Background: an optimization exercise with open tools, aiming at small area. Do not read the settings as production practice. The RTL was checked by simulation tests, not by an equivalence proof against the original design. Power figures rest on the tool's default switching activity, not on a simulated workload.

== build 92 ==
Design dcsbios_decoder, start of the top module:
module dcsbios_decoder (
    input  wire        clk,
    input  wire        rst,
    input  wire        ss_in_valid,
    input  wire [7:0]  ss_in_byte,
    input  wire [63:0] ss_in_ss,
    input  wire [63:0] ss_in_es,
    output wire        ss_ev_valid,
    output wire [3:0]  ss_ev_kind,
    output wire [63:0] ss_ev_ss,
    output wire [63:0] ss_ev_es,
    output wire [15:0] ss_ev_addr,
    output wire [15:0] ss_ev_data,
    output wire        ss_ev_esc,
    output wire        ss_dg_valid,
    output wire [1:0]  ss_dg_code,
    output wire [2:0]  ss_st_state,
    output wire        ss_st_count_neg,
    input  wire        fb_in_valid,
    input  wire [7:0]  fb_in_byte,
    input  wire [63:0] fb_in_ss,
    input  wire [63:0] fb_in_es,
    output wire        fb_gap_valid,
    output wire [63:0] fb_gap_ss,
    output wire [63:0] fb_gap_es,
    output wire [63:0] fb_gap_dur,
    output wire        fb_ev_valid,
    output wire [3:0]  fb_ev_kind,
    output wire [63:0] fb_ev_ss,
    output wire [63:0] fb_ev_es,
    output wire [7:0]  fb_ev_byte,
    output wire [7:0]  fb_fr_address,
    output wire [7:0]  fb_fr_msg_type,
    output wire [7:0]  fb_fr_data_length,
    output wire [7:0]  fb_fr_checksum,
    input  wire [7:0]  fb_pl_raddr,
    output wire [7:0]  fb_pl_rdata,
    output wire        fb_dg_valid,
    output wire [1:0]  fb_dg_code,
    output wire [2:0]  fb_st_state,
    output wire [7:0]  fb_st_pl_count
);
Settings: LEC_CHECK=0, CAP_MARGIN=20, CORE_MARGIN=2, CORE_UTILIZATION=40, CTS_BUF_LIST=sky130_fd_sc_hd__clkbuf_8, CTS_CLUSTER_DIAMETER=60, CTS_CLUSTER_SIZE=15, SETUP_SLACK_MARGIN=0.4, SLEW_MARGIN=20; clock period 10.0 ns.
standard.sh (not shown) runs the stock make flow with config.mk's settings and CLKGATE_MAP_FILE= SYNTH_SCRIPT=/design/flow/synth_recipe.tcl, a recipe that flattens the netlist after the stock synthesis.
==> flow/flow/run.sh <==
#!/bin/bash
# Own layout flow: the standard flow (standard synthesis unchanged), with
# the port buffers made of the smallest buffer cell and CTS without dummy loads.
set -euo pipefail
bash standard.sh \
  "BUFFER_PORTS_ARGS=-buffer_cell sky130_fd_sc_hd__buf_1" \
  "CTS_ARGS=-sink_clustering_enable -repair_clock_nets -dont_use_dummy_load -buf_list sky130_fd_sc_hd__clkbuf_8 -sink_clustering_size 15 -sink_clustering_max_diameter 60" \
  "RECOVER_POWER=100" \
  finish > flow_make.log 2>&1
Finished, but not clean: build 92, with capacitance limit, slew limit.
Changes in build 36 relative to build 92:
diff --git a/flow/flow/run.sh b/flow/flow/run.sh
--- a/flow/flow/run.sh
+++ b/flow/flow/run.sh
@@ -7,3 +7,2 @@
   "CTS_ARGS=-sink_clustering_enable -repair_clock_nets -dont_use_dummy_load -buf_list sky130_fd_sc_hd__clkbuf_8 -sink_clustering_size 15 -sink_clustering_max_diameter 60" \
-  "RECOVER_POWER=100" \
   finish > flow_make.log 2>&1
==> comparison <==
- Looking across build 36 and build 92, the single run that reached the end with no open violations was build 36.
- Build 36 ended with more setup slack of the most critical reg-to-reg path than build 92.
- Top fanout value on the critical path, build 36 and build 92: smaller value in build 92
- | sequential share of power | build 92 vs build 36 | ≈ equal |
- Reported for build 36 and build 92, cell area after synthesis turned out identical to the last digit.
- Compared build 92 against build 36; combinational share of power within noise.
- Comparing build 92 with build 36, the met1 layer wirelength in the final routing came out essentially unchanged.
- Compared to build 92, build 36 has number of max-slew violations in the final report 2525 lower.
- Changes observed in build 36 relative to build 92: worst setup slack has increased; total power now sits at about the same level.
- Compared build 36 against build 92; final instance count without filler cells within noise.
The inputs of build 13 differ from those of build 36 as listed below.
==> flow/run.sh (new file) <==
#!/bin/bash
# synth_recipe.tcl (not shown) runs the flow's synth.tcl, then flattens the netlist and writes it again
# the make line also repeats each setting of config.mk as NAME=value (left out here)
make -C /OpenROAD-flow-scripts/flow DESIGN_CONFIG=/design/flow/config.mk WORK_HOME=/design/flow/orfs CLKGATE_MAP_FILE= SYNTH_SCRIPT=/design/flow/synth_recipe.tcl finish
removed: flow/flow/run.sh
removed: flow/standard.sh
Overall power after layout: build 13 vs build 36 up about 4.4%. | shortest clock period the worst path allows after layout | lower: build 36 |. Of build 36 and build 13, the higher number of signal-net buffers in the layout belongs to build 13. In the reports for build 36 and build 13, the smaller global-route wire length before repair belongs to build 36. The fmax in build 13 is 0.924 times that in build 36. Total number of cells along the worst setup path (lower): build 13.

## run B
dcsbios_decoder, a different RTL version from the one above (not shown whole).
Size: about 6,300 cells after synthesis, ~2,500 flip-flops, about 850 I/O pins.
export LEC_CHECK = 0
export CAP_MARGIN = 20
export CORE_MARGIN = 2
export CORE_UTILIZATION = 55
export CTS_BUF_LIST = sky130_fd_sc_hd__clkbuf_8
export CTS_CLUSTER_DIAMETER = 60
export CTS_CLUSTER_SIZE = 15
export SETUP_SLACK_MARGIN = 0.4
export SLEW_MARGIN = 20
create_clock -name core_clock -period 10.0 [get_ports {clk}]
==> flow/flow/run.sh <==
#!/bin/bash
# Own layout flow: the standard flow (standard synthesis unchanged), with
# the port buffers made of the smallest buffer cell and CTS without dummy loads.
set -euo pipefail
bash standard.sh \
  "BUFFER_PORTS_ARGS=-buffer_cell sky130_fd_sc_hd__buf_1" \
  "CTS_ARGS=-sink_clustering_enable -repair_clock_nets -dont_use_dummy_load -buf_list sky130_fd_sc_hd__clkbuf_8 -sink_clustering_size 15 -sink_clustering_max_diameter 60" \
  finish > flow_make.log 2>&1
Changes in run R relative to run B:
Settings: a change of CORE_UTILIZATION from 55 to 40.
[summary]
met2 wire length of run R exceeds that of run B by a little under 10%. For the power share of the sequential group, run R came in 0.3 points lower than run B did. Filler-free cell count of the finished design in run R vs run B: up 9.0%.

[afterwards: timing with drivers on the ports]
The flow's constraints put no driver on any port. The routed layouts listed below were extracted and timed again, unchanged, in two steps. Step 1 sets driving cells, clkbuf_16 on the clock port and buf_2 on the other inputs (assumed; they add their load-dependent delay and slew). Step 2 adds t to the input delays and takes it off the output delays; t is the mean of the earliest and latest rising clock arrival at the registers after step 1. Input paths then give back, and output paths get back, about the clock's delay inside the block. Three values: ideal ports, drivers, drivers and shift; two values: the first two.
run | t (ns) | setup WS [ns] | worst setup path at the end | worst data-port slew with drivers (ns)
build 92 | 1.099 | 0.851 / 0.737 / -0.120 | input to register | 0.30
build 36 | 1.086 | 1.581 / 1.470 / 0.960 | input to register | 0.30
build 13 | 1.137 | 0.888 / 0.801 / 0.751 | input to register | 0.26
run B | 1.058 | 1.339 / 1.186 / 0.999 | input to register | 0.18
run R | 1.067 | 1.406 / 1.314 / 1.314 | input to output | 0.36
For build 92, which loses most, drivers alone change the setup slack by -0.114 ns; drivers and shift together by -0.971 ns.
